Optimization exercise on an open flow, not production practice.
RTL: at most simulated, not proved equivalent.
Function not checked: run 7.
Power: default activity.

===== flow/design.v =====
module rbfsm_rx (
    input  wire        clk,
    input  wire        rst,
    input  wire        push_valid,
    input  wire [7:0]  push_data,
    output wire        push_ready,
    input  wire        cmd_valid,
    input  wire [7:0]  cmd_cap,
    output wire        busy,
    output reg         res_valid,
    output reg  [3:0]  res_code,
    output reg  [7:0]  res_val,
    output reg  [15:0] res_crc,
    output reg         dout_valid,
    output reg  [7:0]  dout_data,
    output wire [6:0]  rb_len,
    output reg  [15:0] corrupt_count
);
    localparam [7:0] DELIM = 8'h7E;
    localparam [7:0] ESCB  = 8'h7D;
    localparam [7:0] XORM  = 8'h20;
    localparam [3:0] RES_OK        = 4'h0;
    localparam [3:0] RES_TOO_SMALL = 4'h5;
    localparam [3:0] RES_NO_FRAME  = 4'h6;
    localparam [3:0] RES_CORRUPT   = 4'h7;
    localparam integer DN = 64;    
    localparam integer FN = 32;    
    localparam integer FW = 22;    
    reg  [6:0]  wc;         
    reg  [6:0]  len;        
    reg         pr_q;       
    reg         st_str;     
    reg         st_wait;    
    reg  [7:0]  cap_q;
    reg  [5:0]  rem;        
    reg         pv_q;
    reg  [7:0]  pd_q;
    reg  [6:0]  pp_q;       
    reg         open;       
    reg         esc;        
    reg  [6:0]  pL;         
    reg  [7:0]  d1, d2;     
    reg  [15:0] crc;        
    reg  [6:0]  pstart;     
    reg  [8*DN-1:0] dq;
    reg  [6:0]  dcnt;       
    reg         hoff;       
    reg  [FW*FN-1:0] fq;
    reg  [5:0]  fcnt;       
    reg         fstale;     
    reg  [5:0]  live;       
    reg         hf;         
    assign busy       = st_str | st_wait;
    assign push_ready = pr_q;
    assign rb_len     = len;
    wire       isE_q = (pd_q == DELIM);
    wire       isD_q = (pd_q == ESCB);
    wire       term  = pv_q && isE_q && open;                  
    wire       emit  = pv_q && (isE_q ? esc : (esc || !isD_q));
    wire [7:0] dval  = isE_q ? (DELIM ^ XORM) : (esc ? (pd_q ^ XORM) : pd_q);
    function [15:0] crc_byte(input [15:0] c, input [7:0] b);
        integer i;
        reg [15:0] x;
        begin
            x = c ^ {b, 8'h00};
            for (i = 0; i < 8; i = i + 1)
                x = x[15] ? ({x[14:0], 1'b0} ^ 16'h1021) : {x[14:0], 1'b0};
            crc_byte = x;
        end
    endfunction
    wire [15:0] crc_u = crc_byte(crc, d2);
    wire [15:0] cr2   = (pL >= 7'd2) ? crc_u : crc;
    wire        okc   = esc ? ((pL >= 7'd1) && (cr2 == {DELIM ^ XORM, d1}))
                            : ((pL >= 7'd2) && (crc == {d1, d2}));
    wire [6:0]  Lc    = pL + {6'd0, esc};
    wire [FW-1:0] fnew = {okc, Lc, pstart, pp_q + 7'd1};
    wire [FW-1:0] hfr = fstale ? fq[2*FW-1:FW] : fq[FW-1:0];
    wire        h_ok = hfr[21];
    wire [6:0]  h_L  = hfr[20:14];
    wire [6:0]  h_S  = hfr[13:7];
    wire [6:0]  h_E  = hfr[6:0];
    wire [7:0]  dh0  = hoff ? dq[15:8] : dq[7:0];    
    wire [7:0]  dh1  = dq[15:8];                     
    wire wait_case = term && !hf;         
    wire acc   = !st_str && !st_wait && cmd_valid;
    wire go    = (acc && !wait_case) || st_wait;
    wire fits  = st_wait ? ({1'b0, h_L} <= cap_q) : ({1'b0, h_L} <= cmd_cap);
    wire nofr  = !hf;
    wire cons  = go && hf && fits;                  
    wire one   = (h_L == 7'd1);
    wire fpop_a = cons && one;                      
    wire fpop_s = st_str && (rem == 6'd1);          
    wire fpop  = fpop_a || fpop_s;
    wire [6:0] t_nf  = open ? pstart : ((pv_q && !isE_q) ? pp_q : wc);
    wire [6:0] len_nf = wc - t_nf;
    wire [6:0] len_s  = wc - h_S;
    wire [6:0] len_e  = wc - h_E;
    wire [6:0] dw = dcnt - {6'd0, hoff};
    wire [5:0] fw = fcnt - {5'd0, fstale};
    wire       fwe = term;
    integer i;
    always @(posedge clk) begin
        for (i = 0; i < DN; i = i + 1) begin
            if (emit && dw == i)
                dq[8*i +: 8] <= dval;
            else if (hoff)
                dq[8*i +: 8] <= (i == DN-1) ? 8'h00 : dq[8*(i+1) +: 8];
        end
        for (i = 0; i < FN; i = i + 1) begin
            if (fwe && fw == i)
                fq[FW*i +: FW] <= fnew;
            else if (fstale)
                fq[FW*i +: FW] <= (i == FN-1) ? {FW{1'b0}} : fq[FW*(i+1) +: FW];
        end
    end
    always @(posedge clk) begin
        if (rst) begin
            wc            <= 7'd0;
            len           <= 7'd0;
            pr_q          <= 1'b1;
            st_str        <= 1'b0;
            st_wait       <= 1'b0;
            cap_q         <= 8'd0;
            rem           <= 6'd0;
            pv_q          <= 1'b0;
            pd_q          <= 8'd0;
            pp_q          <= 7'd0;
            open          <= 1'b0;
            esc           <= 1'b0;
            pL            <= 7'd0;
            d1            <= 8'd0;
            d2            <= 8'd0;
            crc           <= 16'hFFFF;
            pstart        <= 7'd0;
            dcnt          <= 7'd0;
            hoff          <= 1'b0;
            fcnt          <= 6'd0;
            fstale        <= 1'b0;
            live          <= 6'd0;
            hf            <= 1'b0;
            res_valid     <= 1'b0;
            res_code      <= 4'd0;
            res_val       <= 8'd0;
            res_crc       <= 16'd0;
            dout_valid    <= 1'b0;
            dout_data     <= 8'd0;
            corrupt_count <= 16'd0;
        end else begin
            res_valid  <= 1'b0;
            dout_valid <= 1'b0;
            pv_q <= push_valid && pr_q;
            pd_q <= push_data;
            pp_q <= wc;
            if (push_valid && pr_q) begin
                wc   <= wc + 7'd1;
                len  <= len + 7'd1;
                pr_q <= (len != 7'd63);
            end
            if (pv_q) begin
                if (isE_q) begin
                    if (open) begin
                        open <= 1'b0;
                        esc  <= 1'b0;
                        pL   <= 7'd0;
                        crc  <= 16'hFFFF;
                    end
                end else begin
                    if (!open) begin
                        open   <= 1'b1;
                        pstart <= pp_q;
                    end
                    if (esc || !isD_q) begin
                        esc <= 1'b0;
                        pL  <= pL + 7'd1;
                        d1  <= dval;
                        d2  <= d1;
                        if (pL >= 7'd2)
                            crc <= crc_u;
                    end else begin
                        esc <= 1'b1;
                    end
                end
            end
            dcnt   <= dw + {6'd0, emit};
            hoff   <= cons || st_str;
            fcnt   <= fw + {5'd0, fwe};
            fstale <= fpop;
            live   <= live + {5'd0, fwe} - {5'd0, fpop};
            hf     <= fwe || (fpop ? (live != 6'd1) : hf);
            if (acc && wait_case) begin
                st_wait <= 1'b1;
                cap_q   <= cmd_cap;
                pr_q    <= 1'b0;
            end
            if (go) begin
                st_wait <= 1'b0;
                if (nofr) begin
                    res_valid <= 1'b1;
                    res_code  <= RES_NO_FRAME;
                    len       <= len_nf;
                    pr_q      <= (len_nf != 7'd64);
                end else if (!fits) begin
                    res_valid <= 1'b1;
                    res_code  <= RES_TOO_SMALL;
                    len       <= len_s;
                    pr_q      <= (len_s != 7'd64);
                end else begin
                    dout_valid <= 1'b1;
                    dout_data  <= dh0;
                    if (one) begin
                        res_valid     <= 1'b1;
                        res_code      <= RES_CORRUPT;
                        res_val       <= 8'd1;
                        res_crc       <= {8'h00, dh0};
                        corrupt_count <= corrupt_count + 16'd1;
                        len           <= len_e;
                        pr_q          <= 1'b1;
                    end else begin
                        st_str <= 1'b1;
                        rem    <= h_L[5:0] - 6'd1;
                        pr_q   <= 1'b0;
                    end
                end
            end
            if (st_str) begin
                dout_valid <= 1'b1;
                dout_data  <= dh1;
                rem        <= rem - 6'd1;
                if (rem == 6'd1) begin
                    st_str    <= 1'b0;
                    res_valid <= 1'b1;
                    res_crc   <= {dh1, dout_data};
                    len       <= len_e;
                    pr_q      <= 1'b1;
                    if (h_ok) begin
                        res_code <= RES_OK;
                        res_val  <= {1'b0, h_L - 7'd2};
                    end else begin
                        res_code      <= RES_CORRUPT;
                        res_val       <= {1'b0, h_L};
                        corrupt_count <= corrupt_count + 16'd1;
                    end
                end
            end
        end
    end
endmodule

===== flow/run.sh =====
#!/bin/bash
# synth_recipe.tcl (not shown) runs the flow's synth.tcl, then flattens the netlist and writes it again
# the make line also repeats each setting of config.mk as NAME=value (left out here)
make -C /OpenROAD-flow-scripts/flow DESIGN_CONFIG=/design/flow/config.mk WORK_HOME=/design/flow/orfs CLKGATE_MAP_FILE= SYNTH_SCRIPT=/design/flow/synth_recipe.tcl finish

===== flow/config.mk =====
export PLATFORM = sky130hd
export DESIGN_NAME = rbfsm_rx
export DESIGN_NICKNAME = rbfsm_rx
export VERILOG_FILES = /design/flow/design.v
export SDC_FILE = /design/flow/constraint.sdc
export NUM_CORES = 4
export LEC_CHECK = 0
export ABC_CLOCK_PERIOD_IN_PS = 2500
export CAP_MARGIN = 20
export CORE_MARGIN = 2
export CORE_UTILIZATION = 40
export SETUP_SLACK_MARGIN = 5
export SLEW_MARGIN = 20

===== flow/constraint.sdc =====
create_clock -name core_clock -period 8.0 [get_ports {clk}]
set_input_delay 1.6000 -clock core_clock [delete_from_list [all_inputs] [get_ports {clk}]]
set_output_delay 1.6000 -clock core_clock [all_outputs]
set_load 0.01 [all_outputs]

==> results of run 1 <==
-- final cells by class --
class	instances	area share, %
clock buffers	204	5.289
well taps	2044	3.371
multi-input cells	3101	31.54
clock inverters	63	0.6993
repair buffers	422	6.312
flip-flops and latches	1387	52.42
diodes	3	0.009895
inverters	64	0.3513
-- timing repair --
action / 4_1_cts / 5_1_grt
buffers inserted: 116 / 100
cloned: 40 / 117
endpoints found under the setup margin: 2558 / 1762
pin swaps: 71 / 88
gates resized for setup: 666 / 346
-- registers in the layout, summed over array words and instances (netlist names), 8 cells and up --
name	cells
cap_q	8
corrupt_count	16
crc	16
d1	8
d2	8
dout_data	8
dq	512
fq	704
pd_q	8
res_crc	16
res_val	8
-- power by group --
| group | leakage (nW) | internal, mW | switching, mW |
|---|---|---|---|
| registers | 12.2 | 7.76 | 0.0325 |
| clock network | 2.22 | 3.60 | 2.90 |
| logic | 13.1 | 0.164 | 0.280 |
| total | 27.5 | 11.5 | 3.21 |
-- critical path, stage by stage --
cell,delay [ns]
buf_8,0.09
inv_12,0.03
ha_4,0.25
nor2b_1,0.11
o211ai_1,0.10
a21oi_2,0.24
o21bai_4,0.12
nand3_4,0.09
nand2_4,0.06
ha_4,0.26
inv_2,0.04
ha_4,0.15
fa_2,0.35
a21oi_2,0.12
nor2_1,0.05
nor2_1,0.12
xor2_1,0.16
nor2_1,0.05
-- cells in the final DEF, fill, tap and decap left out, types with 22 or more instances in the layout --
master and n:
ha_1 41, mux2_2 707, clkinv_2 23, buf_4 215, mux2i_1 45, xor2_1 44, nand2b_4 90, dfxtp_2 41
o21ai_0 267, dfxtp_4 22, edfxtp_1 1186, nand4_1 31, inv_1 49, dfxtp_1 138, buf_2 43, a21oi_1 124
nor2_4 27, clkbuf_1 45, buf_12 48, clkbuf_16 185, nand2_1 777, buf_6 41, or2_2 33, nand3_1 48
nand2_2 52, nor2b_1 34, nor2_1 207, xnor2_1 52, nand2b_2 43
-- per-layer routing --
layer / track usage, % / part of all wire (%) / wire (microns)
met1: 26.06 / 44 / 70830
met2: 28.92 / 47 / 74460
met3: 3.358 / 6.8 / 10820
met4: 4.814 / 2.2 / 3437
met5: 0 / 0.0044 / 7
-- final timing paths --
check | cells past startpoint | to | startpoint
hold reg to reg | 2 | res_code[3] | res_code[3]
setup reg to reg | 14 | fq[606] | fstale
setup / recovery | 18 | live[4] | cmd_cap[1]
hold / removal | 2 | res_code[3] | res_code[3]
-- kinds of logic (layout without fill, tap and decap cells) --
kind of cell	count (synthesis)	after routing	share of synthesized area, %
AO/OA/AOI/OAI	570	570	5.269
flip-flops	1387	1387	64.32
AND/OR/NAND/NOR	1469	1566	10.62
multiplexers	769	769	13.96
XOR/XNOR	129	129	1.868
buffers and inverters	404	753	2.562
adder cells (fa/ha/maj)	67	67	1.409
other	0	3	0
-- per-stage QoR --
step           util (%)  instances  total power [mW]
6_report          49.42       7288             14.74
5_1_grt           49.42       7285             15.16
4_1_cts           46.94       7068             14.83
3_5_place_dp      42.19       6645             8.317
3_3_place_gp      42.17       6644             8.312
2_1_floorplan         -       4795             8.176
==> flow_metrics.py, run 1 <==
metrics = {
    "synthesis": {
        "synth_edf_count": 1186,
        "synthesis.area_sq_um": 61630,
        "yosysMostFrequentCell": "edfxtp_1",
        "synth.largest_area_cell": "edfxtp_1",
        "async_flop_share_pct": 0,
        "ys_types": 77,
        "ys.warnings.count": 1,
        "syn_nets": 4882,
        "synthTopCellsByArea": "edfxtp_1, mux2_2, dfxtp_1",
        "ys_seq_area_share_pct": 64.32,
        "ys_ff_latch": 1387,
        "syn_area_per_cell_sq_um": 12.85,
        "synth_top_area_share_pct": 57.79,
        "synth_ff_type": "edfxtp_1",
        "synth_common_cells": "edfxtp_1, nand2_1, mux2_2",
        "synthCells": 4795,
    },
    "clock_tree": {
        "clk_latency_ns": 0.79,
        "cts_num_sinks": 1387,
        "cts_made_buffers": 146,
        "clk_pin_slew_ns": 0.06,
        "root_buffer": "clkbuf_16",
        "h-tree-depth": 4,
        "post_cts_hold_buffer_count": 0,
        "cts_max_path_buffers": 3,
        "cts_tree": "done",
    },
    "global_route": {
        "grt-ovfl-total": 0,
        "grt_use_total_pct": 18.35,
        "antenna_found_initial": 3,
        "grt_pass1_wl_mm": 225.7,
        "grt_max_degree": 66,
        "grt_pass1_vias": 37390,
    },
    "setup_path": {
        "r2r_slack_ns": 4.73,
        "critical_path_peak_fanout": 2,
        "required_ns": 8.63,
        "startpoint_type": "primary input",
        "crit_type": "primary input to register",
        "end_kind": "register",
        "arrival_ns": 3.98,
    },
    "floorplanning": {
        "coreArea_sq_um": 153500,
        "start_util_pct": 40.15,
        "floorplan.rows": 144,
        "boundaryPins": 83,
        "dieArea_sq_um": 157200,
        "die_x_microns": 396.5,
        "die_h_microns": 396.5,
    },
    "power_and_ir_drop": {
        "leakagePower_nw": 27.52,
        "power_density_nw_per_um2": 194.3,
        "max-vdd-ir-drop_mv": 0.1711,
    },
    "sta": {
        "tightest_slew_ns": 1.100,
        "setup_viol": 0,
        "finalClockSkew_ns": 0.02620,
        "rsz0062_at_grt": "true",
        "setup_ws_ns": 4.656,
        "hold_ws_ns": 0.4538,
        "fmax_mhz": 299.1,
        "period_minus_slack_ns": 3.344,
        "fin_tns_setup_ns": 0,
        "finalHoldViolations": 0,
        "fin_crit_sh_pct": 41.80,
        "drv_slew": 0,
        "relSlewSlack_pct": 26.65,
    },
    "placement": {
        "post_dp_cell_area_sq_um": 64760,
        "place_ws_ns": 2.279,
        "gp_congestion": 0.8300,
        "post-dp-hpwl_mm": 82.83,
        "port_buffers": 82,
    },
    "layout": {
        "multiInputGateArea_sq_um": 23930,
        "nFillCells": 13000,
        "final_nets": 5209,
        "final_layout_size_suffix_gt1_share_pct": 36.42,
        "register_area_sq_um": 39770,
        "design_area_sq_um": 75870,
        "synthToLayoutAreaGrowth_pct": 23.10,
    },
    "drt": {
        "drc": 0,
        "drt_iter0_markers": 3662,
        "viasPerCell": 5.429,
        "post_drt_wl_per_cell_microns": 21.89,
        "routed-via-count": 39560,
        "firstDrtPassIters": 8,
        "route.antenna.remaining_nets": 0,
        "wirelength_mm": 159.6,
    },
    "run": {
        "maxCapViolations": 0,
    },
    "outcome": {
        "outcome": "timing/DRC/antenna clean",
    },
    "min_path": {
        "min_path_type": "register to register",
    },
}
Testbench counts, summed over its fixed seeds: cycles 73,718.
==> run 2: changes to the inputs <==
--- a/flow/design.v
+++ b/flow/design.v
@@ -37,2 +37,4 @@
     reg  [7:0]  pd_q;
+    reg         isE_q;      
+    reg         isD_q;      
     reg  [6:0]  pp_q;       
@@ -45,6 +47,6 @@
     reg  [8*DN-1:0] dq;
-    reg  [6:0]  dcnt;       
+    reg  [DN:0] doh;        
     reg         hoff;       
     reg  [FW*FN-1:0] fq;
-    reg  [5:0]  fcnt;       
+    reg  [FN:0] foh;        
     reg         fstale;     
@@ -55,4 +57,2 @@
     assign rb_len     = len;
-    wire       isE_q = (pd_q == DELIM);
-    wire       isD_q = (pd_q == ESCB);
     wire       term  = pv_q && isE_q && open;                  
@@ -84,11 +84,17 @@
     wire wait_case = term && !hf;         
-    wire acc   = !st_str && !st_wait && cmd_valid;
+    wire idle  = !st_str && !st_wait;
+    wire acc   = idle && cmd_valid;
     wire go    = (acc && !wait_case) || st_wait;
-    wire fits  = st_wait ? ({1'b0, h_L} <= cap_q) : ({1'b0, h_L} <= cmd_cap);
+    wire one   = (h_L == 7'd1);
+    wire fits_in = (|cmd_cap[7:6]) || (cmd_cap[5:0] >= h_L[5:0]);
+    wire fits_q  = (|cap_q[7:6])   || (cap_q[5:0]   >= h_L[5:0]);
+    wire nz_in   = |cmd_cap;
+    wire fits  = st_wait ? fits_q : fits_in;
+    wire nz    = st_wait ? (|cap_q) : nz_in;        
     wire nofr  = !hf;
     wire cons  = go && hf && fits;                  
-    wire one   = (h_L == 7'd1);
-    wire fpop_a = cons && one;                      
-    wire fpop_s = st_str && (rem == 6'd1);          
-    wire fpop  = fpop_a || fpop_s;
+    wire fpop_a = go && hf && one && nz;            
+    wire last_s = st_str && (rem == 6'd1);          
+    wire fpop  = fpop_a || last_s;
+    wire cc_inc = fpop_a || (last_s && !h_ok);
     wire [6:0] t_nf  = open ? pstart : ((pv_q && !isE_q) ? pp_q : wc);
@@ -97,5 +103,5 @@
     wire [6:0] len_e  = wc - h_E;
-    wire [6:0] dw = dcnt - {6'd0, hoff};
-    wire [5:0] fw = fcnt - {5'd0, fstale};
-    wire       fwe = term;
+    wire [DN-1:0] dws = hoff   ? doh[DN:1] : doh[DN-1:0];
+    wire [FN-1:0] fws = fstale ? foh[FN:1] : foh[FN-1:0];
+    wire          fwe = term;
     integer i;
@@ -103,3 +109,3 @@
         for (i = 0; i < DN; i = i + 1) begin
-            if (emit && dw == i)
+            if (emit && dws[i])
                 dq[8*i +: 8] <= dval;
@@ -109,3 +115,3 @@
         for (i = 0; i < FN; i = i + 1) begin
-            if (fwe && fw == i)
+            if (fwe && fws[i])
                 fq[FW*i +: FW] <= fnew;
@@ -115,2 +121,7 @@
     end
+    wire [DN:0] doh_n = (emit == hoff) ? doh : (emit ? {doh[DN-1:0], 1'b0} : {1'b0, doh[DN:1]});
+    wire [FN:0] foh_n = (fwe == fstale) ? foh : (fwe ? {foh[FN-1:0], 1'b0} : {1'b0, foh[FN:1]});
+    wire [5:0]  live_w = live + {5'd0, fwe};
+    wire [5:0]  live_p = live_w - 6'd1;
+    wire [15:0] cc_p1  = corrupt_count + 16'd1;
     always @(posedge clk) begin
@@ -126,2 +137,4 @@
             pd_q          <= 8'd0;
+            isE_q         <= 1'b0;
+            isD_q         <= 1'b0;
             pp_q          <= 7'd0;
@@ -134,5 +147,5 @@
             pstart        <= 7'd0;
-            dcnt          <= 7'd0;
+            doh           <= {{DN{1'b0}}, 1'b1};
             hoff          <= 1'b0;
-            fcnt          <= 6'd0;
+            foh           <= {{FN{1'b0}}, 1'b1};
             fstale        <= 1'b0;
@@ -150,5 +163,7 @@
             dout_valid <= 1'b0;
-            pv_q <= push_valid && pr_q;
-            pd_q <= push_data;
-            pp_q <= wc;
+            pv_q  <= push_valid && pr_q;
+            pd_q  <= push_data;
+            isE_q <= (push_data == DELIM);
+            isD_q <= (push_data == ESCB);
+            pp_q  <= wc;
             if (push_valid && pr_q) begin
@@ -183,8 +198,10 @@
             end
-            dcnt   <= dw + {6'd0, emit};
+            doh    <= doh_n;
             hoff   <= cons || st_str;
-            fcnt   <= fw + {5'd0, fwe};
+            foh    <= foh_n;
             fstale <= fpop;
-            live   <= live + {5'd0, fwe} - {5'd0, fpop};
+            live   <= fpop ? live_p : live_w;
             hf     <= fwe || (fpop ? (live != 6'd1) : hf);
+            if (cc_inc)
+                corrupt_count <= cc_p1;
             if (acc && wait_case) begin
@@ -195,30 +212,23 @@
             if (go) begin
-                st_wait <= 1'b0;
-                if (nofr) begin
-                    res_valid <= 1'b1;
-                    res_code  <= RES_NO_FRAME;
-                    len       <= len_nf;
-                    pr_q      <= (len_nf != 7'd64);
-                end else if (!fits) begin
-                    res_valid <= 1'b1;
-                    res_code  <= RES_TOO_SMALL;
-                    len       <= len_s;
-                    pr_q      <= (len_s != 7'd64);
-                end else begin
-                    dout_valid <= 1'b1;
-                    dout_data  <= dh0;
-                    if (one) begin
-                        res_valid     <= 1'b1;
-                        res_code      <= RES_CORRUPT;
-                        res_val       <= 8'd1;
-                        res_crc       <= {8'h00, dh0};
-                        corrupt_count <= corrupt_count + 16'd1;
-                        len           <= len_e;
-                        pr_q          <= 1'b1;
-                    end else begin
-                        st_str <= 1'b1;
-                        rem    <= h_L[5:0] - 6'd1;
-                        pr_q   <= 1'b0;
-                    end
-                end
+                st_wait    <= 1'b0;
+                res_valid  <= nofr || !fits || one;
+                res_code   <= nofr ? RES_NO_FRAME : (fits ? RES_CORRUPT : RES_TOO_SMALL);
+                res_val    <= 8'd1;
+                res_crc    <= {8'h00, dh0};
+                dout_valid <= hf && fits;
+                dout_data  <= dh0;
+                rem        <= h_L[5:0] - 6'd1;
+                st_str     <= hf && fits && !one;
+                if (nofr)
+                    len <= len_nf;
+                else if (one && nz)
+                    len <= len_e;
+                else
+                    len <= len_s;        
+                if (nofr)
+                    pr_q <= (len_nf != 7'd64);
+                else if (one && nz)
+                    pr_q <= 1'b1;
+                else
+                    pr_q <= !fits && (len_s != 7'd64);
             end
@@ -234,10 +244,4 @@
                     pr_q      <= 1'b1;
-                    if (h_ok) begin
-                        res_code <= RES_OK;
-                        res_val  <= {1'b0, h_L - 7'd2};
-                    end else begin
-                        res_code      <= RES_CORRUPT;
-                        res_val       <= {1'b0, h_L};
-                        corrupt_count <= corrupt_count + 16'd1;
-                    end
+                    res_code  <= h_ok ? RES_OK : RES_CORRUPT;
+                    res_val   <= h_ok ? {1'b0, h_L - 7'd2} : {1'b0, h_L};
                 end
==> run 2 against run 1 <==
Effect of this change:
- still clean on timing, DRC and antenna
- critical path depth is 15 lower
- global-route usage is 1.6 points lower
- total power is 13% higher
- flip-flop and latch count is 87 higher
- wire length is 14% lower
- design area is 4.9% lower
- core utilization is 4.0 points lower
- via count is 2.2% higher
- combinational power grew to 2.7 times the previous value
- sequential power is about 10% higher
- non-clock buffer count is 218 lower
- die area is 4.0% higher
- largest cell class unchanged
==> flow_metrics.py, run 2 <==
metrics = {
    "synthesis": {
        "synth.largest_area_cell": "edfxtp_1",
        "synthTopCellsByArea": "edfxtp_1, dfxtp_1, mux2_2",
        "synth_compound_area_share_pct": 11.39,
        "synth-simple-area-share_pct": 9.827,
        "ys_seq_area_share_pct": 64.53,
        "synthXorXnorAreaFrac_pct": 1.772,
        "yosysMostFrequentCell": "edfxtp_1",
        "ys.warnings.count": 1,
        "synth_top_area_share_pct": 55.54,
        "ys_ff_latch": 1474,
        "synth.mux.area_fraction_pct": 8.580,
        "synth_top_family_by_area": "compound AO/OA/AOI/OAI gates",
        "synth_common_cells": "edfxtp_1, nand2_1, o21ai_0",
        "syn_nets": 5523,
        "synthesis.area_sq_um": 64120,
        "synth_edf_count": 1186,
        "async_flop_share_pct": 0,
        "syn_area_per_cell_sq_um": 11.76,
        "synthCells": 5452,
        "ys_types": 71,
        "synth_ff_type": "edfxtp_1",
        "synth_fa_ha_area_share_pct": 1.030,
    },
    "global_route": {
        "use_met3_pct": 2.474,
        "busiest_layer": "met2",
        "grt_max_degree": 96,
        "antenna_found_initial": 1,
        "grt_pass1_wl_mm": 221.8,
        "grt-ovfl-total": 0,
        "grt_pass1_vias": 40200,
        "gr-usage-met2_pct": 26.48,
        "grt_use_total_pct": 16.72,
        "grt_util_met1_pct": 23.96,
    },
    "layout": {
        "largest_reg_flops": 704,
        "largest-register": "fq",
        "reg.largest.list": "fq: 704 flops, dq: 512 flops, doh: 65 flops",
        "nFillCells": 14240,
        "synthToLayoutAreaGrowth_pct": 12.55,
        "final_nets": 5466,
        "final_cell_mix": "edfxtp_1, nand2_1, o21ai_0",
        "fin_cells": 7594,
        "final_layout_size_suffix_gt1_share_pct": 17.19,
        "mostFrequentLayoutCell": "edfxtp_1",
    },
    "placement": {
        "gp_congestion": 0.8274,
        "post-dp-hpwl_mm": 78.94,
        "port_buffers": 82,
        "placedCellCount": 7265,
    },
    "setup_path": {
        "startpoint_type": "register",
        "end_kind": "output pin",
        "critPathSlowestCell": "dfxtp_4",
        "cpPeakStageDelay_ns": 0.36,
        "crit_type": "register to output pin",
        "arrival_ns": 1.42,
        "cp_cell_sequence": "nor2_4 -> inv_2 -> buf_6",
        "worst_path_dominant_cell_family": "flip-flops",
        "critical_path_peak_fanout": 2,
        "required_ns": 6.40,
        "critPathBufInv": 2,
    },
    "sta": {
        "period_minus_slack_ns": 3.021,
        "fin_tns_setup_ns": 0,
        "tightest_slew_ns": 1.049,
        "drv_slew": 0,
        "setup_viol": 0,
        "fin_crit_sh_pct": 37.76,
        "fmax_mhz": 331.0,
        "finalClockSkew_ns": 0.03406,
        "relSlewSlack_pct": 29.74,
        "finalHoldViolations": 0,
        "rsz0062_at_grt": "true",
    },
    "power_and_ir_drop": {
        "max-vdd-ir-drop_mv": 0.2211,
        "power_density_nw_per_um2": 229.9,
        "leakagePower_nw": 25.03,
    },
    "drt": {
        "viasPerCell": 5.324,
        "drc": 0,
        "post_drt_wl_per_cell_microns": 18.13,
        "wirelength_mm": 137.7,
        "routed-via-count": 40430,
        "firstDrtPassIters": 8,
        "route.antenna.remaining_nets": 0,
        "drt_iter0_markers": 2958,
    },
    "clock_tree": {
        "cts_num_sinks": 1474,
        "cts_made_buffers": 153,
        "clk_latency_ns": 0.79,
        "cts_max_path_buffers": 3,
        "clk_pin_slew_ns": 0.06,
        "h-tree-depth": 4,
        "cts_tree": "done",
        "post_cts_hold_buffer_count": 0,
        "root_buffer": "clkbuf_16",
    },
    "floorplanning": {
        "floorplan.rows": 146,
        "coreArea_sq_um": 158700,
        "dieArea_sq_um": 163500,
        "start_util_pct": 40.39,
        "boundaryPins": 83,
        "die_x_microns": 404.4,
        "die_h_microns": 404.4,
    },
    "outcome": {
        "outcome": "timing/DRC/antenna clean",
    },
    "min_path": {
        "min_path_type": "register to register",
    },
    "run": {
        "maxCapViolations": 0,
    },
}
[run 2: final timing paths]
kind,start,endpoint,cells after the start,slack (ns)
setup / recovery,st_wait,busy,3,4.98
hold / removal,res_val[5],res_val[5],2,0.47
setup reg to reg,pp_q[0],pr_q,12,5.12
hold reg to reg,res_val[5],res_val[5],2,0.47
[run 2: power by group]
| part | leakage, nW | internal, mW | switching, mW |
|---|---|---|---|
| Combinational | 9.63 | 0.441 | 0.758 |
| Sequential | 13.1 | 8.47 | 0.105 |
| Clock | 2.32 | 3.84 | 2.98 |
| Total | 25.0 | 12.8 | 3.84 |
[run 2: area by class of cell]
cell class / instances / area [sq um] / area share (%)
flip-flops and latches: 1474 / 41480 / 57.48
multi-input cells: 3505 / 21390 / 29.64
clock buffers: 205 / 4159 / 5.763
well taps: 2072 / 2592 / 3.592
repair buffers: 204 / 1710 / 2.370
clock inverters: 76 / 614.3 / 0.8512
inverters: 57 / 214.0 / 0.2965
diodes: 1 / 2.502 / 0.003467
[run 2: metal layers]
layer / up-vias / share of wire (%)
li1: 19560 / -
met1: 19980 / 48
met2: 713 / 46
met3: 183 / 4.3
met4: 0 / 1.9
met5: - / 0
[run 2: repair_timing]
action                     4_1_cts  5_1_grt
pin swaps                        5        6
buffers inserted                30       11
gates cloned                     4        2
hold endpoints to repair         0        0
setup endpoints to repair     1786      296
resized for setup              350       24
[run 2: kinds of logic (layout without fill, tap and decap cells)]
| family | count (synthesis) | in the layout |
|---|---|---|
| other cells | 0 | 1 |
| buf+inv | 476 | 542 |
| mux | 492 | 492 |
| flops | 1474 | 1474 |
| simple gates | 1514 | 1517 |
| xor+xnor | 120 | 120 |
| fa+ha+maj | 51 | 51 |
| compound gates | 1325 | 1325 |
[run 2: through the flow]
step | hold slack [ns] | cell area [sq um] | utilization [%] | setup WS (ns) | total power, mW
4_1_cts | 0.4685 | 72000 | 45.35 | 4.917 | 16.74
2_1_floorplan | 0.4319 | 64160 | - | 4.946 | 9.528
3_5_place_dp | 0.4645 | 66850 | 42.11 | 3.704 | 9.908
6_report | 0.4679 | 72170 | 45.46 | 4.979 | 16.60
3_3_place_gp | 0.4555 | 66810 | 42.09 | 3.769 | 9.884
5_1_grt | 0.4843 | 72170 | 45.46 | 4.914 | 17.18
[run 2: worst reg2reg max path, cell delays in order, from the launching register on]
cell and delay [ns]:
dfxtp_1 0.33, buf_8 0.26, mux2i_1 0.11, o21ai_0 0.20
ha_1 0.21, inv_1 0.06, fa_1 0.42, a21o_1 0.19
a21oi_2 0.17, o21ai_0 0.14, xnor2_1 0.20, o41ai_2 0.37
a2bb2oi_1 0.10
Testbench counts of run 2, summed over its fixed seeds: cycles 73,718.
==> run 3: changes to the inputs <==
--- a/flow/design.v
+++ b/flow/design.v
@@ -33,2 +33,3 @@
     reg         st_wait;    
+    reg         busy_q;     
     reg  [7:0]  cap_q;
@@ -54,3 +55,3 @@
     reg         hf;         
-    assign busy       = st_str | st_wait;
+    assign busy       = busy_q;
     assign push_ready = pr_q;
@@ -133,2 +134,3 @@
             st_wait       <= 1'b0;
+            busy_q        <= 1'b0;
             cap_q         <= 8'd0;
@@ -208,2 +210,3 @@
                 st_wait <= 1'b1;
+                busy_q  <= 1'b1;
                 cap_q   <= cmd_cap;
@@ -221,2 +224,3 @@
                 st_str     <= hf && fits && !one;
+                busy_q     <= hf && fits && !one;
                 if (nofr)
@@ -240,2 +244,3 @@
                     st_str    <= 1'b0;
+                    busy_q    <= 1'b0;
                     res_valid <= 1'b1;
--- a/flow/config.mk
+++ b/flow/config.mk
@@ -10,3 +10,3 @@
 export CORE_MARGIN = 2
-export CORE_UTILIZATION = 40
+export CORE_UTILIZATION = 50
 export SETUP_SLACK_MARGIN = 5
==> run 3 against run 2 <==
Effect of this change:
- sequential share of layout area up 0.36 points
- clock power up 2%
- design area down 0.63%
- synthesized cell count about the same
- count of clock-buffer cells in the layout up 5
- core utilization up 11 points
- fmax up 2.4%
- still clean on timing, DRC and antenna
- highest routed layer unchanged
- critical endpoint is now res_val[5]
- critical path type unchanged
==> flow_metrics.py, run 3 <==
metrics = {
    "layout": {
        "multiInputGateArea_sq_um": 21370,
        "reg.largest.list": "fq: 704 flops, dq: 512 flops, doh: 65 flops",
        "register_area_sq_um": 41480,
        "design_area_sq_um": 71720,
        "final_cell_mix": "edfxtp_1, nand2_1, o21ai_0",
        "nFillCells": 10690,
        "fin_cells": 7183,
        "final_layout_size_suffix_gt1_share_pct": 17.08,
        "diodes": 0,
        "synthToLayoutAreaGrowth_pct": 11.34,
        "largest-register": "fq",
        "mostFrequentLayoutCell": "edfxtp_1",
        "final_nets": 5467,
        "largest_reg_flops": 704,
    },
    "setup_path": {
        "worst_path_dominant_cell_family": "flip-flops",
        "arrival_ns": 1.35,
        "required_ns": 6.40,
        "critical_path_peak_fanout": 2,
        "cp_cell_sequence": "clkdlybuf4s15_2",
        "critPathBufInv": 1,
        "startpoint_type": "register",
        "critPathSlowestCell": "dfxtp_1",
        "end_kind": "output pin",
        "cpPeakStageDelay_ns": 0.35,
        "crit_type": "register to output pin",
    },
    "synthesis": {
        "async_flop_share_pct": 0,
        "synth.largest_area_cell": "edfxtp_1",
        "synth_top_area_share_pct": 55.29,
        "syn_area_per_cell_sq_um": 11.82,
        "ys_types": 79,
        "syn_nets": 5522,
        "synth_edf_count": 1186,
        "yosysMostFrequentCell": "edfxtp_1",
        "synth_common_cells": "edfxtp_1, nand2_1, o21ai_0",
        "synthTopCellsByArea": "edfxtp_1, dfxtp_1, mux2_2",
        "synth_ff_type": "edfxtp_1",
        "ys.warnings.count": 1,
        "ys_ff_latch": 1475,
        "synthesis.area_sq_um": 64420,
        "ys_seq_area_share_pct": 64.27,
        "synthCells": 5451,
    },
    "floorplanning": {
        "boundaryPins": 83,
        "coreArea_sq_um": 127700,
        "start_util_pct": 50.45,
        "floorplan.rows": 131,
        "dieArea_sq_um": 131700,
        "die_h_microns": 362.9,
        "die_x_microns": 362.9,
    },
    "placement": {
        "post-dp-hpwl_mm": 81.49,
        "placedCellCount": 6859,
        "post_dp_cell_area_sq_um": 66280,
        "gp_congestion": 0.8469,
        "port_buffers": 82,
        "place_ws_ns": 3.966,
    },
    "drt": {
        "route.antenna.remaining_nets": 0,
        "post_drt_wl_per_cell_microns": 19.10,
        "wirelength_mm": 137.2,
        "viasPerCell": 5.592,
        "routed-via-count": 40170,
        "firstDrtPassIters": 7,
        "drc": 0,
        "drt_iter0_markers": 2668,
    },
    "global_route": {
        "antenna_found_initial": 2,
        "grt-ovfl-total": 0,
        "grt_pass1_wl_mm": 220.3,
        "grt_use_total_pct": 20.73,
        "grt_pass1_vias": 39630,
        "grt_max_degree": 182,
    },
    "run": {
        "maxCapViolations": 0,
    },
    "power_and_ir_drop": {
        "max-vdd-ir-drop_mv": 0.1919,
        "leakagePower_nw": 25.12,
        "total_power_mw": 15.57,
        "power_density_nw_per_um2": 217.2,
    },
    "sta": {
        "finalClockSkew_ns": 0.02050,
        "setup_viol": 0,
        "relSlewSlack_pct": 20.83,
        "fmax_mhz": 339.0,
        "setup_ws_ns": 5.050,
        "fin_tns_setup_ns": 0,
        "period_minus_slack_ns": 2.950,
        "rsz0062_at_grt": "false",
        "drv_slew": 0,
        "tightest_slew_ns": 1.182,
        "finalHoldViolations": 0,
        "fin_crit_sh_pct": 36.88,
    },
    "clock_tree": {
        "h-tree-depth": 4,
        "cts_tree": "done",
        "cts_num_sinks": 1475,
        "clk_latency_ns": 0.78,
        "root_buffer": "clkbuf_16",
        "post_cts_hold_buffer_count": 0,
        "clk_pin_slew_ns": 0.06,
        "cts_made_buffers": 156,
        "cts_max_path_buffers": 3,
    },
    "outcome": {
        "outcome": "timing/DRC/antenna clean",
    },
    "min_path": {
        "min_path_type": "register to register",
    },
}
run 3: cell type report:
cell class / instances / share of cell area, %
Tap cell: 1662 / 2.900
Multi-Input combinational cell: 3530 / 29.80
Sequential cell: 1475 / 57.84
Inverter: 29 / 0.1657
Clock buffer: 210 / 5.958
Clock inverter: 73 / 0.8322
Timing Repair Buffer: 204 / 2.498
run 3: logic make-up after synthesis:
family / after synthesis / share of synthesized area [%]
simple gates: 1540 / 9.941
xor+xnor: 119 / 1.723
mux: 466 / 7.968
fa+ha+maj: 51 / 1.026
buf+inv: 448 / 3.356
flops: 1475 / 64.27
compound gates: 1352 / 11.72
run 3: report_power, final:
group	internal [mW]	total (mW)	switching, mW
clock network	3.95	6.94	2.99
logic	0.131	0.390	0.259
registers	8.21	8.24	0.0366
run 3: per-stage QoR:
step | hold slack, ns | utilization [%]
2_1_floorplan | 0.4319 | -
3_3_place_gp | 0.4558 | 51.88
3_5_place_dp | 0.4619 | 51.91
4_1_cts | 0.4702 | 55.94
5_1_grt | 0.4854 | 56.17
6_report | 0.4670 | 56.17
run 3: final timing paths:
path | start | endpoint | slack [ns] | cells after the start
worst min register to register | dout_data[6] | res_crc[6] | 0.47 | 2
worst max register to register | esc | fq[478] | 5.11 | 5
worst min-delay path | dout_data[6] | res_crc[6] | 0.47 | 2
worst max-delay path | res_val[5] | res_val[5] | 5.05 | 1
run 3: repair_timing:
item	4_1_cts	5_1_grt
pin swaps	5	15
buffers inserted	19	17
cloned	3	2
setup endpoints to repair	1102	405
gates resized for setup	280	40
endpoints found under the hold margin	0	0
run 3: layer usage:
| layer | track usage (%) | part of all wire (%) | vias to the layer above |
|---|---|---|---|
| met5 | 0 | 0 | - |
| met4 | 4.971 | 1.6 | 0 |
| met3 | 3.195 | 3.7 | 165 |
| met2 | 34.84 | 49 | 572 |
| met1 | 28.31 | 46 | 19870 |
| li1 | - | - | 19560 |
Testbench counts of run 3, summed over its fixed seeds: cycles 73,718.
==> run 4: changes to the inputs <==
==> flow/flow/run.sh (new file) <==
#!/bin/bash
set -o pipefail
sed 's/SETUP_SLACK_MARGIN=[0-9.]*/SETUP_SLACK_MARGIN=5.6/' standard.sh > standard_m.sh
bash standard_m.sh > standard.log 2>&1
==> flow/standard.sh (new file) <==
#!/bin/bash
# synth_recipe.tcl (not shown) runs the flow's synth.tcl, then flattens the netlist and writes it again
# the make line also repeats each setting of config.mk as NAME=value (left out here)
make -C /OpenROAD-flow-scripts/flow DESIGN_CONFIG=/design/flow/config.mk WORK_HOME=/design/flow/orfs CLKGATE_MAP_FILE= SYNTH_SCRIPT=/design/flow/synth_recipe.tcl "${@:-finish}"
removed: flow/run.sh
==> run 4 against run 3 <==
Effect of this change:
- critical endpoint is now rb_len[3]
- largest cell class unchanged
- register-to-register slack improved by 0.08 ns
- total power rose by 0.91%
- worst setup slack improved by 0.086 ns
- sequential power barely moved
- largest power group unchanged
==> flow_metrics.py, run 4 <==
metrics = {
    "sta": {
        "finalClockSkew_ns": 0.01600,
        "setup_viol": 0,
        "finalHoldViolations": 0,
        "relSlewSlack_pct": 37.54,
        "fin_tns_setup_ns": 0,
        "hold_ws_ns": 0.4720,
        "drv_slew": 0,
        "tightest_slew_ns": 0.9357,
        "rsz0062_at_grt": "true",
        "fmax_mhz": 349.1,
        "period_minus_slack_ns": 2.865,
        "fin_crit_sh_pct": 35.81,
    },
    "clock_tree": {
        "cts_max_path_buffers": 3,
        "h-tree-depth": 4,
        "cts_tree": "done",
        "cts_num_sinks": 1475,
        "root_buffer": "clkbuf_16",
        "cts_made_buffers": 154,
        "clk_latency_ns": 0.77,
        "clk_pin_slew_ns": 0.06,
    },
    "drt": {
        "viasPerCell": 5.616,
        "wirelength_mm": 143.3,
        "drc": 0,
        "post_drt_wl_per_cell_microns": 19.50,
        "drt_iter0_markers": 2792,
        "firstDrtPassIters": 5,
        "routed-via-count": 41260,
        "route.antenna.remaining_nets": 0,
    },
    "layout": {
        "multiInputGateArea_sq_um": 22590,
        "mostFrequentLayoutCell": "edfxtp_1",
        "largest-register": "fq",
        "reg.largest.list": "fq: 704 flops, dq: 512 flops, doh: 65 flops",
        "final_nets": 5634,
        "nFillCells": 10270,
        "diodes": 0,
        "final_cell_mix": "edfxtp_1, nand2_1, o21ai_0",
        "largest_reg_flops": 704,
        "synthToLayoutAreaGrowth_pct": 16.62,
        "register_area_sq_um": 41580,
        "final_layout_size_suffix_gt1_share_pct": 24.57,
    },
    "synthesis": {
        "synth_compound_area_share_pct": 11.72,
        "synth_fa_ha_area_share_pct": 1.026,
        "synth-simple-area-share_pct": 9.941,
        "ys.warnings.count": 1,
        "synth.mux.area_fraction_pct": 7.968,
        "synth.largest_area_cell": "edfxtp_1",
        "yosysMostFrequentCell": "edfxtp_1",
        "syn_area_per_cell_sq_um": 11.82,
        "synthesis.area_sq_um": 64420,
        "ys_types": 79,
        "async_flop_share_pct": 0,
        "synthTopCellsByArea": "edfxtp_1, dfxtp_1, mux2_2",
        "synth_top_family_by_area": "compound AO/OA/AOI/OAI gates",
        "syn_nets": 5522,
        "synth_top_area_share_pct": 55.29,
        "synthXorXnorAreaFrac_pct": 1.723,
        "synth_common_cells": "edfxtp_1, nand2_1, o21ai_0",
        "ys_seq_area_share_pct": 64.27,
        "synth_ff_type": "edfxtp_1",
        "synth_edf_count": 1186,
        "ys_ff_latch": 1475,
        "synthCells": 5451,
    },
    "placement": {
        "post-dp-hpwl_mm": 81.29,
        "gp_congestion": 0.8288,
        "port_buffers": 82,
    },
    "global_route": {
        "antenna_found_initial": 1,
        "grt_pass1_wl_mm": 222.8,
        "grt_use_total_pct": 20.98,
        "grt-ovfl-total": 0,
        "grt_pass1_vias": 40390,
        "grt_max_degree": 93,
    },
    "min_path": {
        "min_path_type": "register to register",
    },
    "setup_path": {
        "startpoint_type": "register",
        "critPathBufInv": 1,
        "cpPeakStageDelay_ns": 0.38,
        "critPathSlowestCell": "dfxtp_4",
        "required_ns": 6.40,
        "end_kind": "output pin",
        "cp_cell_sequence": "buf_6",
        "arrival_ns": 1.26,
        "crit_type": "register to output pin",
        "worst_path_dominant_cell_family": "flip-flops",
        "critical_path_peak_fanout": 4,
    },
    "floorplanning": {
        "floorplan.rows": 131,
        "coreArea_sq_um": 127700,
        "dieArea_sq_um": 131700,
        "die_x_microns": 362.9,
        "die_h_microns": 362.9,
        "boundaryPins": 83,
        "start_util_pct": 50.45,
    },
    "power_and_ir_drop": {
        "max-vdd-ir-drop_mv": 0.2006,
        "leakagePower_nw": 26.49,
        "power_density_nw_per_um2": 209.2,
    },
    "run": {
        "maxCapViolations": 0,
    },
    "outcome": {
        "outcome": "timing/DRC/antenna clean",
    },
}
run 4: cell counts after synthesis:
No cell type changed its count.
run 4: routing by layer:
metal  track usage, %  wire (microns)  vias up
met5                0               0        -
met4            5.801            2844        0
met3            2.983            4892      187
met2            35.00           70600      707
met1            28.74           64970    20450
li1                 -               -    19920
run 4: stage by stage:
stage	cell area [sq um]	worst slack (ns)	std cells	utilization (%)	power (mW)
detailed placement	66380	3.927	6855	51.99	8.803
floorplan	64780	5.068	5451	-	8.656
global route	75120	5.026	7348	58.83	16.17
global placement	66370	3.866	6855	51.98	8.798
CTS	73560	5.073	7267	57.61	15.79
finish	75120	5.135	7348	58.83	15.72
run 4: logic make-up (layout without fill, tap and decap cells):
family / count (synthesis) / count (layout)
AO/OA/AOI/OAI: 1352 / 1352
XOR/XNOR: 119 / 119
AND/OR/NAND/NOR: 1540 / 1548
flip-flops: 1475 / 1475
buffers and inverters: 448 / 675
multiplexers: 466 / 466
adder cells (fa/ha/maj): 51 / 51
run 4: worst paths after layout:
kind	start	to	slack, ns	depth (start not counted)
setup / recovery	len[3]	rb_len[3]	5.14	1
hold / removal	res_crc[11]	res_crc[11]	0.47	2
setup reg to reg	isE_q	len[6]	5.19	15
hold reg to reg	res_crc[11]	res_crc[11]	0.47	2
run 4: power breakdown:
group	internal (mW)	switching, mW	total, mW
logic	0.213	0.308	0.521
clock network	4.01	2.94	6.95
registers	8.21	0.0367	8.24
run 4: worst reg2reg max path: stages, from the launching register on:
cell and delay, ns:
dfxtp_4 0.37, inv_8 0.07, nand2_8 0.06, mux2i_1 0.12
o21ai_1 0.16, ha_2 0.20, inv_2 0.05, fa_2 0.34
a21o_1 0.19, a21oi_4 0.15, o21ai_2 0.07, a21oi_2 0.13
xor2_1 0.15, nor2_1 0.07, or3_1 0.35, o211a_1 0.22
run 4: what timing repair did:
| action | 4_1_cts | 5_1_grt |
|---|---|---|
| setup buffers | 122 | 67 |
| setup endpoints to repair | 2644 | 862 |
| pin swaps | 61 | 83 |
| cloned | 11 | 14 |
| resized for setup | 664 | 188 |
| hold buffers | 0 | 0 |
run 4: final cells by class:
cell class,instances,area share (%)
sequential,1475,55.35
multi-input combinational,3536,30.08
clock buffer,217,5.746
timing repair buffer,367,5.160
tap,1662,2.768
clock inverter,62,0.7245
inverter,29,0.1782
==> run 5: changes to the inputs <==
==> flow/flow/run.sh (replaced) <==
#!/bin/bash
set -o pipefail
sed -e 's/SETUP_SLACK_MARGIN=[0-9.]*/SETUP_SLACK_MARGIN=5.8/' \
    -e 's/"\${@:-finish}"/BUFFER_PORTS_ARGS="-buffer_cell sky130_fd_sc_hd__buf_4" "${@:-finish}"/' standard.sh > standard_m.sh
bash standard_m.sh > standard.log 2>&1
==> run 5 against run 4 <==
Effect of this change:
- still clean on timing, DRC and antenna
- combinational power hardly changed
- sequential share of layout area is 2.1 points lower
- total power is 1.2% higher
- hold slack worse by 0.0018 ns
- cell count is 1.3% higher
- non-clock buffer count is 81 higher
- synthesized cell count stayed put
- critical path depth stayed put
- worst setup slack worse by 0.0017 ns
- fmax hardly changed
- critical path type unchanged
- largest power group unchanged
- highest routed layer unchanged
==> flow_metrics.py, run 5 <==
metrics = {
    "setup_path": {
        "worst_path_dominant_cell_family": "flip-flops",
        "critical_path_peak_fanout": 1,
        "rr_startpoint": "isE_q",
        "cp_cell_sequence": "buf_6",
        "crit_type": "register to output pin",
        "startpoint_type": "register",
        "cp-startpoint": "dout_valid",
        "r2r_cells": 15,
        "rr_endpoint": "len[6]",
        "critPathSlowestCell": "dfxtp_4",
        "r2r_slack_ns": 5.16,
        "arrival_ns": 1.27,
        "required_ns": 6.40,
        "end_kind": "output pin",
        "critPathBufInv": 1,
        "cpPeakStageDelay_ns": 0.38,
    },
    "min_path": {
        "min_to": "res_val[4]",
        "min_path_type": "register to register",
        "min-delay-start": "res_val[4]",
        "whs_path_depth": 2,
    },
    "synthesis": {
        "syn_nets": 5522,
        "ys_ff_latch": 1475,
        "synth.largest_area_cell": "edfxtp_1",
        "synth_edf_count": 1186,
        "synth_ff_type": "edfxtp_1",
        "yosysMostFrequentCell": "edfxtp_1",
        "ys.warnings.count": 1,
        "syn_area_per_cell_sq_um": 11.82,
        "synthTopCellsByArea": "edfxtp_1, dfxtp_1, mux2_2",
        "synth_common_cells": "edfxtp_1, nand2_1, o21ai_0",
        "async_flop_share_pct": 0,
        "synthesis.area_sq_um": 64420,
        "synth_top_area_share_pct": 55.29,
        "synthCells": 5451,
        "ys_seq_area_share_pct": 64.27,
        "ys_types": 79,
    },
    "placement": {
        "gp_congestion": 0.8230,
        "post-dp-hpwl_mm": 81.81,
        "port_buffers": 82,
    },
    "layout": {
        "synthToLayoutAreaGrowth_pct": 21.27,
        "largest-register": "fq",
        "nFillCells": 9949,
        "final_layout_size_suffix_gt1_share_pct": 26.92,
        "final_cell_mix": "edfxtp_1, nand2_1, o21ai_0",
        "reg.largest.list": "fq: 704 flops, dq: 512 flops, doh: 65 flops",
        "final_nets": 5728,
        "largest_reg_flops": 704,
        "mostFrequentLayoutCell": "edfxtp_1",
    },
    "global_route": {
        "antenna_found_initial": 1,
        "grt-ovfl-total": 0,
        "grt_pass1_vias": 40680,
        "grt_pass1_wl_mm": 228.4,
        "grt_use_total_pct": 21.82,
        "grt_max_degree": 86,
    },
    "power_and_ir_drop": {
        "leakagePower_nw": 27.80,
        "power_density_nw_per_um2": 203.6,
        "max-vdd-ir-drop_mv": 0.1719,
    },
    "drt": {
        "routed-via-count": 42630,
        "route.antenna.remaining_nets": 0,
        "viasPerCell": 5.727,
        "wirelength_mm": 156.3,
        "drt_iter0_markers": 3239,
        "post_drt_wl_per_cell_microns": 20.99,
        "firstDrtPassIters": 5,
        "drc": 0,
    },
    "clock_tree": {
        "h-tree-depth": 4,
        "clk_latency_ns": 0.78,
        "cts_tree": "done",
        "root_buffer": "clkbuf_16",
        "cts_num_sinks": 1475,
        "cts_made_buffers": 157,
        "clk_pin_slew_ns": 0.06,
        "cts_max_path_buffers": 3,
    },
    "sta": {
        "drv_slew": 0,
        "relSlewSlack_pct": 43.03,
        "setup_viol": 0,
        "finalHoldViolations": 0,
        "rsz0062_at_grt": "true",
        "tightest_slew_ns": 0.8545,
        "period_minus_slack_ns": 2.867,
        "hold_ws_ns": 0.4702,
        "fin_tns_setup_ns": 0,
        "fin_crit_sh_pct": 35.83,
        "fmax_mhz": 348.9,
        "finalClockSkew_ns": 0.02445,
    },
    "floorplanning": {
        "start_util_pct": 50.45,
        "dieArea_sq_um": 131700,
        "coreArea_sq_um": 127700,
        "die_h_microns": 362.9,
        "floorplan.rows": 131,
        "boundaryPins": 83,
        "die_x_microns": 362.9,
    },
    "run": {
        "maxCapViolations": 0,
    },
    "outcome": {
        "outcome": "timing/DRC/antenna clean",
    },
}
-- run 5: cell counts after synthesis --
Identical to the previous run, type by type.
-- run 5: worst max path at each step --
stage	end	slack, ns	depth (start not counted)
finish	dout_valid	5.13	1
global route	len[6]	5.04	15
CTS	dout_valid	5.08	1
detailed placement	fq[481]	4.20	4
global placement	fq[475]	4.25	4
floorplan	busy_q	5.07	10
-- run 5: worst register-to-register path, cell delays in order, from the launching register on --
cell and delay, ns:
dfxtp_4 0.37, inv_8 0.06, nand2_8 0.05, mux2i_1 0.11
o21ai_1 0.16, ha_2 0.19, inv_2 0.04, fa_2 0.34
a21o_1 0.20, a21oi_2 0.15, o21ai_1 0.08, a21oi_1 0.16
xor2_1 0.17, nor2_1 0.09, or3_1 0.35, o211a_1 0.21
-- run 5: logic make-up after synthesis --
kind of cell    Yosys count  synth area share, %
fa+ha+maj                51                1.026
flops                  1475                64.27
compound gates         1352                11.72
mux                     466                7.968
simple gates           1540                9.941
xor+xnor                119                1.723
buf+inv                 448                3.356
-- run 5: timing repair --
item                       in CTS  in global routing
buffers inserted              124                111
setup endpoints to repair    2541               1067
pin swaps                      73                 91
gates cloned                   22                 50
hold buffers                    0                  0
gates resized for setup       425                455
-- run 5: area by class of cell --
| cell class | instances | area, sq um | area share, % |
|---|---|---|---|
| antenna | 1 | 2.502 | 0.003203 |
| clock buffer | 235 | 4568 | 5.848 |
| clock inverter | 48 | 441.7 | 0.5654 |
| inverter | 29 | 141.4 | 0.1810 |
| multi-input combinational | 3546 | 23720 | 30.36 |
| sequential | 1475 | 41590 | 53.24 |
| tap | 1662 | 2079 | 2.662 |
| timing repair buffer | 448 | 5578 | 7.141 |
-- run 5: power by group --
group | internal [mW] | total [mW] | switching [mW]
Clock | 4.16 | 7.14 | 2.98
Sequential | 8.20 | 8.24 | 0.0373
Combinational | 0.206 | 0.520 | 0.314
-- run 5: per-stage QoR --
step / power [mW] / cell area (sq um) / utilization, % / worst slack (ns) / instances
2_1_floorplan: 8.670 / 65090 / - / 5.068 / 5451
3_3_place_gp: 8.795 / 66250 / 51.88 / 4.250 / 6852
3_5_place_dp: 8.799 / 66270 / 51.90 / 4.200 / 6853
4_1_cts: 15.98 / 74140 / 58.07 / 5.076 / 7282
5_1_grt: 16.37 / 78110 / 61.18 / 5.045 / 7443
6_report: 15.90 / 78110 / 61.18 / 5.133 / 7444
-- run 5: layer usage --
metal  GRT usage [%]  vias to the layer above  part of all wire, %
li1                -                    20140                    -
met2           36.59                     1023                   48
met3           3.490                      275                  5.1
met5               0                        -                    0
met1           28.95                    21190                   44
met4           7.371                        0                  2.7
==> run 6: changes to the inputs <==
--- a/flow/config.mk
+++ b/flow/config.mk
@@ -10,3 +10,5 @@
 export CORE_MARGIN = 2
-export CORE_UTILIZATION = 50
+export CORE_UTILIZATION = 55
+export CTS_CLUSTER_DIAMETER = 60
+export CTS_CLUSTER_SIZE = 30
 export SETUP_SLACK_MARGIN = 5
==> run 6 against run 5 <==
Effect of this change:
- still clean
- die area shrank 9.0%
- first-iteration DRC count grew 3.6%
- clock skew is essentially flat
- core utilization grew 5.1 points
- fmax grew 0.76%
- worst setup slack gained 0.022 ns
- critical path type unchanged
==> flow_metrics.py, run 6 <==
metrics = {
    "outcome": {
        "outcome": "timing/DRC/antenna clean",
    },
    "layout": {
        "fin_cells": 7264,
        "nFillCells": 8670,
        "final_layout_size_suffix_gt1_share_pct": 27.30,
        "final_nets": 5707,
        "reg.largest.list": "fq: 704 flops, dq: 512 flops, doh: 65 flops",
        "design_area_sq_um": 77030,
        "largest-register": "fq",
        "synthToLayoutAreaGrowth_pct": 19.59,
        "largest_reg_flops": 704,
        "diodes": 0,
        "mostFrequentLayoutCell": "edfxtp_1",
        "final_cell_mix": "edfxtp_1, nand2_1, o21ai_0",
    },
    "power_and_ir_drop": {
        "total_power_mw": 15.53,
        "max-vdd-ir-drop_mv": 0.2354,
        "power_density_nw_per_um2": 201.7,
        "leakagePower_nw": 27.46,
    },
    "synthesis": {
        "synth.largest_area_cell": "edfxtp_1",
        "syn_nets": 5522,
        "synth_edf_count": 1186,
        "async_flop_share_pct": 0,
        "ys_ff_latch": 1475,
        "syn_area_per_cell_sq_um": 11.82,
        "synthCells": 5451,
        "synth_ff_type": "edfxtp_1",
        "synthTopCellsByArea": "edfxtp_1, dfxtp_1, mux2_2",
        "yosysMostFrequentCell": "edfxtp_1",
        "synthesis.area_sq_um": 64420,
        "ys_seq_area_share_pct": 64.27,
        "synth_top_area_share_pct": 55.29,
        "ys_types": 79,
        "synth_common_cells": "edfxtp_1, nand2_1, o21ai_0",
        "ys.warnings.count": 1,
    },
    "setup_path": {
        "required_ns": 6.40,
        "r2r_slack_ns": 5.18,
        "critPathSlowestCell": "dfxtp_4",
        "critPathBufInv": 1,
        "worst_path_dominant_cell_family": "flip-flops",
        "startpoint_type": "register",
        "crit_type": "register to output pin",
        "critical_path_peak_fanout": 2,
        "arrival_ns": 1.24,
        "cpPeakStageDelay_ns": 0.36,
        "cp_cell_sequence": "buf_6",
        "end_kind": "output pin",
    },
    "global_route": {
        "grt_pass1_vias": 40700,
        "grt_max_degree": 96,
        "grt_use_total_pct": 24.54,
        "grt-ovfl-total": 0,
        "antenna_found_initial": 0,
        "grt_pass1_wl_mm": 233.1,
    },
    "clock_tree": {
        "cts_made_buffers": 132,
        "cts_num_sinks": 1475,
        "cts_max_path_buffers": 3,
        "root_buffer": "clkbuf_16",
        "post_cts_hold_buffer_count": 0,
        "cts_tree": "done",
        "h-tree-depth": 4,
        "clk_latency_ns": 0.78,
        "clk_pin_slew_ns": 0.06,
    },
    "floorplanning": {
        "floorplan.rows": 125,
        "dieArea_sq_um": 119900,
        "start_util_pct": 55.43,
        "coreArea_sq_um": 116200,
        "die_h_microns": 346.2,
        "die_x_microns": 346.2,
        "boundaryPins": 83,
    },
    "sta": {
        "period_minus_slack_ns": 2.845,
        "finalHoldViolations": 0,
        "drv_slew": 0,
        "finalClockSkew_ns": 0.02480,
        "setup_viol": 0,
        "fin_tns_setup_ns": 0,
        "relSlewSlack_pct": 41.56,
        "setup_ws_ns": 5.155,
        "fmax_mhz": 351.5,
        "fin_crit_sh_pct": 35.56,
        "rsz0062_at_grt": "true",
        "tightest_slew_ns": 0.8767,
    },
    "placement": {
        "placedCellCount": 6714,
        "post-dp-hpwl_mm": 82.78,
        "place_ws_ns": 4.184,
        "post_dp_cell_area_sq_um": 66090,
        "gp_congestion": 0.8249,
        "port_buffers": 82,
    },
    "min_path": {
        "min_path_type": "register to register",
    },
    "drt": {
        "wirelength_mm": 153.2,
        "post_drt_wl_per_cell_microns": 21.09,
        "firstDrtPassIters": 6,
        "drc": 0,
        "routed-via-count": 41920,
        "drt_iter0_markers": 3357,
        "route.antenna.remaining_nets": 0,
        "viasPerCell": 5.771,
    },
    "run": {
        "maxCapViolations": 0,
    },
}
## run 6: repair_timing
item	in CTS	in global routing
endpoints found under the hold margin	0	0
endpoints found under the setup margin	2707	741
pin swaps	77	73
gates resized for setup	552	233
setup buffers	162	86
cloned	35	29
## run 6: per-stage QoR
stage	hold slack, ns	util [%]
global placement	0.4518	56.84
finish	0.4706	66.29
floorplan	0.4292	-
global route	0.4727	66.29
CTS	0.4662	64.25
detailed placement	0.4610	56.87
## run 6: final timing paths
check | to | startpoint | cells after the start
min reg2reg | res_val[1] | res_val[1] | 2
min | res_val[1] | res_val[1] | 2
max reg2reg | len[6] | isE_q | 15
max | push_ready | pr_q | 1
## run 6: area by class of cell
class / instances / area (sq um) / area share, %
Clock inverter: 84 / 952.2 / 1.236
Timing Repair inverter: 1 / 11.26 / 0.01462
Clock buffer: 154 / 3649 / 4.736
Inverter: 29 / 157.7 / 0.2047
Tap cell: 1524 / 1907 / 2.475
Timing Repair Buffer: 449 / 5379 / 6.983
Sequential cell: 1475 / 41560 / 53.95
Multi-Input combinational cell: 3548 / 23420 / 30.40
## run 6: worst reg2reg max path, delay by kind of cell, from the launching register on
| kind | cells | cell delay [ns] |
|---|---|---|
| compound gates | 6 | 0.92 |
| fa+ha+maj | 2 | 0.50 |
| simple gates | 3 | 0.47 |
| flops | 1 | 0.37 |
| xor+xnor | 1 | 0.17 |
| buf+inv | 2 | 0.13 |
| mux | 1 | 0.12 |
## run 6: logic make-up after synthesis
group	after synthesis	synth area share, %
and+or+nand+nor	1540	9.941
DFF	1475	64.27
AOI/OAI and AO/OA	1352	11.72
muxes	466	7.968
buffers and inverters	448	3.356
xor gates and xnor gates	119	1.723
adders and majority gates	51	1.026
## run 6: metal layers
layer | wire (microns) | global-route usage, %
met4 | 3690 | 6.720
met1 | 66700 | 32.88
met2 | 76330 | 42.01
met5 | 0 | 0
met3 | 6459 | 3.352
## run 6: report_power, final
group	internal (mW)	leakage [nW]	switching [mW]
sequential	8.20	13.0	0.0368
combinational	0.211	12.2	0.314
clock	3.72	2.23	3.06
==> run 7: changes to the inputs <==
--- a/flow/design.v
+++ b/flow/design.v
@@ -170,7 +170,2 @@
             pp_q  <= wc;
-            if (push_valid && pr_q) begin
-                wc   <= wc + 7'd1;
-                len  <= len + 7'd1;
-                pr_q <= (len != 7'd63);
-            end
             if (pv_q) begin
@@ -253,2 +248,7 @@
             end
+            if (push_valid && pr_q) begin
+                wc   <= wc + 7'd1;
+                len  <= len + 7'd1;
+                pr_q <= (len != 7'd63);
+            end
         end
--- a/flow/config.mk
+++ b/flow/config.mk
@@ -11,3 +11,3 @@
 export CORE_UTILIZATION = 55
-export CTS_CLUSTER_DIAMETER = 60
+export CTS_CLUSTER_DIAMETER = 80
 export CTS_CLUSTER_SIZE = 30
==> run 7 against run 6 <==
Effect of this change:
- still clean on timing, DRC and antenna
- clock skew fell by 0.0062 ns
- core utilization down 4.1 points
- non-clock buffer count shrank 113
- critical path type is now primary input to register
- largest cell class unchanged
==> flow_metrics.py, run 7 <==
metrics = {
    "floorplanning": {
        "start_util_pct": 55.30,
        "die_x_microns": 345.3,
        "boundaryPins": 83,
        "dieArea_sq_um": 119300,
        "floorplan.rows": 125,
        "coreArea_sq_um": 115900,
        "die_h_microns": 345.3,
    },
    "min_path": {
        "min_path_type": "register to register",
        "whs_path_depth": 2,
        "min_to": "res_val[4]",
        "min-delay-start": "res_val[4]",
    },
    "layout": {
        "mostFrequentLayoutCell": "edfxtp_1",
        "reg.largest.list": "fq: 704 flops, dq: 512 flops, doh: 65 flops",
        "final_cell_mix": "edfxtp_1, nand2_1, o21ai_0",
        "final_nets": 5485,
        "final_layout_size_suffix_gt1_share_pct": 23.82,
        "fin_cells": 6990,
        "largest_reg_flops": 704,
        "multiInputGateArea_sq_um": 22730,
        "largest-register": "fq",
        "nFillCells": 9090,
        "register_area_sq_um": 41580,
        "final_core_util_pct": 62.20,
        "synthToLayoutAreaGrowth_pct": 12.49,
        "design_area_sq_um": 72090,
    },
    "setup_path": {
        "startpoint_type": "primary input",
        "rr_endpoint": "len[3]",
        "cpPeakStageDelay_ns": 0.53,
        "critical_path_peak_fanout": 5,
        "required_ns": 8.63,
        "critPathSlowestCell": "or4_4",
        "r2r_cells": 9,
        "cp_cell_sequence": "buf_12 -> or4_4 -> nor4_4 -> or4_4 -> mux2i_1 -> a2111o_1 -> a311oi_1",
        "path_common_cell": "or4_4",
        "end_kind": "register",
        "rr_startpoint": "fstale",
        "worst_path_dominant_cell_family": "simple AND/OR/NAND/NOR gates",
        "crit_type": "primary input to register",
        "critPathBufInv": 1,
        "arrival_ns": 3.49,
        "r2r_slack_ns": 5.27,
    },
    "clock_tree": {
        "root_buffer": "clkbuf_16",
        "cts_max_path_buffers": 3,
        "clk_latency_ns": 0.73,
        "cts_tree": "done",
        "post_cts_hold_buffer_count": 0,
        "h-tree-depth": 2,
        "clk_pin_slew_ns": 0.11,
        "cts_made_buffers": 61,
        "cts_num_sinks": 1475,
    },
    "power_and_ir_drop": {
        "leakagePower_nw": 25.03,
        "max-vdd-ir-drop_mv": 0.1859,
        "power_density_nw_per_um2": 200.2,
    },
    "synthesis": {
        "async_flop_share_pct": 0,
        "synth_top_area_share_pct": 55.58,
        "ys_types": 83,
        "synthesis.area_sq_um": 64080,
        "ys.warnings.count": 1,
        "synth.largest_area_cell": "edfxtp_1",
        "synth_common_cells": "edfxtp_1, nand2_1, o21ai_0",
        "synth_edf_count": 1186,
        "yosysMostFrequentCell": "edfxtp_1",
        "ys_ff_latch": 1475,
        "synth_ff_type": "edfxtp_1",
        "syn_nets": 5505,
        "synthTopCellsByArea": "edfxtp_1, dfxtp_1, mux2_2",
        "synthCells": 5434,
        "syn_area_per_cell_sq_um": 11.79,
        "ys_seq_area_share_pct": 64.60,
    },
    "sta": {
        "fmax_mhz": 349.8,
        "finalHoldViolations": 0,
        "rsz0062_at_grt": "true",
        "setup_viol": 0,
        "fin_tns_setup_ns": 0,
        "tightest_slew_ns": 1.020,
        "drv_slew": 0,
        "relSlewSlack_pct": 31.27,
        "fin_crit_sh_pct": 35.73,
        "finalClockSkew_ns": 0.01862,
        "period_minus_slack_ns": 2.859,
    },
    "drt": {
        "viasPerCell": 5.741,
        "drc": 0,
        "routed-via-count": 40130,
        "wirelength_mm": 139.7,
        "post_drt_wl_per_cell_microns": 19.98,
        "route.antenna.remaining_nets": 0,
        "firstDrtPassIters": 5,
        "drt_iter0_markers": 3288,
    },
    "placement": {
        "post-dp-hpwl_mm": 78.55,
        "post_dp_cell_area_sq_um": 66250,
        "port_buffers": 82,
        "placedCellCount": 6695,
        "gp_congestion": 0.8214,
    },
    "global_route": {
        "grt_max_degree": 111,
        "grt-ovfl-total": 0,
        "grt_use_total_pct": 22.50,
        "grt_pass1_vias": 38370,
        "grt_pass1_wl_mm": 216.6,
        "antenna_found_initial": 6,
    },
    "run": {
        "maxCapViolations": 0,
    },
    "outcome": {
        "outcome": "timing/DRC/antenna clean",
    },
}
-- run 7: what timing repair did --
action	in CTS	in global routing
setup buffers	110	50
cloned	6	14
pin swaps	40	52
setup endpoints to repair	2705	816
gates resized for setup	433	158
-- run 7: worst min-delay path: cells and delay by family, from the launching register on --
family           cells  cell delay, ns
AND/OR/NAND/NOR      1            0.06
AO/OA/AOI/OAI        1            0.05
flip-flops           1            0.34
-- run 7: cells by family (layout without fill, tap and decap cells) --
group | Yosys count | count (layout) | share of synthesized area, %
buffers and inverters | 447 | 476 | 2.718
flip-flops | 1475 | 1475 | 64.60
adder cells (fa/ha/maj) | 51 | 51 | 1.031
AO/OA/AOI/OAI | 1327 | 1327 | 11.42
AND/OR/NAND/NOR | 1518 | 1520 | 9.944
multiplexers | 498 | 498 | 8.575
XOR/XNOR | 118 | 118 | 1.710
other | 0 | 1 | 0
-- run 7: area by class of cell --
type | count | area share, %
Sequential cell | 1475 | 57.68
Timing Repair Buffer | 336 | 5.177
Antenna cell | 1 | 0.003471
Inverter | 26 | 0.1614
Clock buffer | 86 | 2.367
Multi-Input combinational cell | 3514 | 31.53
Tap cell | 1524 | 2.645
Clock inverter | 28 | 0.4322
-- run 7: routing by layer --
layer | wire length, microns | vias to the layer above | track usage, %
li1 | - | 19520 | -
met1 | 65810 | 19650 | 32.97
met2 | 64480 | 835 | 36.11
met3 | 7220 | 127 | 3.120
met4 | 2131 | 6 | 4.484
met5 | 41 | - | 0
-- run 7: power breakdown --
group | switching [mW] | internal [mW]
Combinational | 0.995 | 0.745
Sequential | 0.111 | 8.50
Clock | 2.43 | 1.64
-- run 7: metrics by stage --
step                hold slack [ns]  power [mW]  worst slack (ns)
CTS                          0.4770       14.35             5.100
finish                       0.4741       14.43             5.141
detailed placement           0.4589       10.15             3.903
global placement             0.4477       10.12             3.901
global route                 0.4913       14.95             5.106
floorplan                    0.4292       9.761             4.603
-- run 7: how the worst max path moves through the flow --
stage                     slack, ns                to        from  cells past startpoint
after floorplan                4.60            len[3]  cmd_cap[0]                      7
after global placement         3.90  corrupt_count[4]  cmd_cap[0]                      8
after detailed placement       3.90  corrupt_count[4]  cmd_cap[0]                      8
after CTS                      5.10         rb_len[3]      len[3]                      1
after global routing           5.11            len[6]       isE_q                     13
final                          5.14            len[3]  cmd_cap[0]                      7
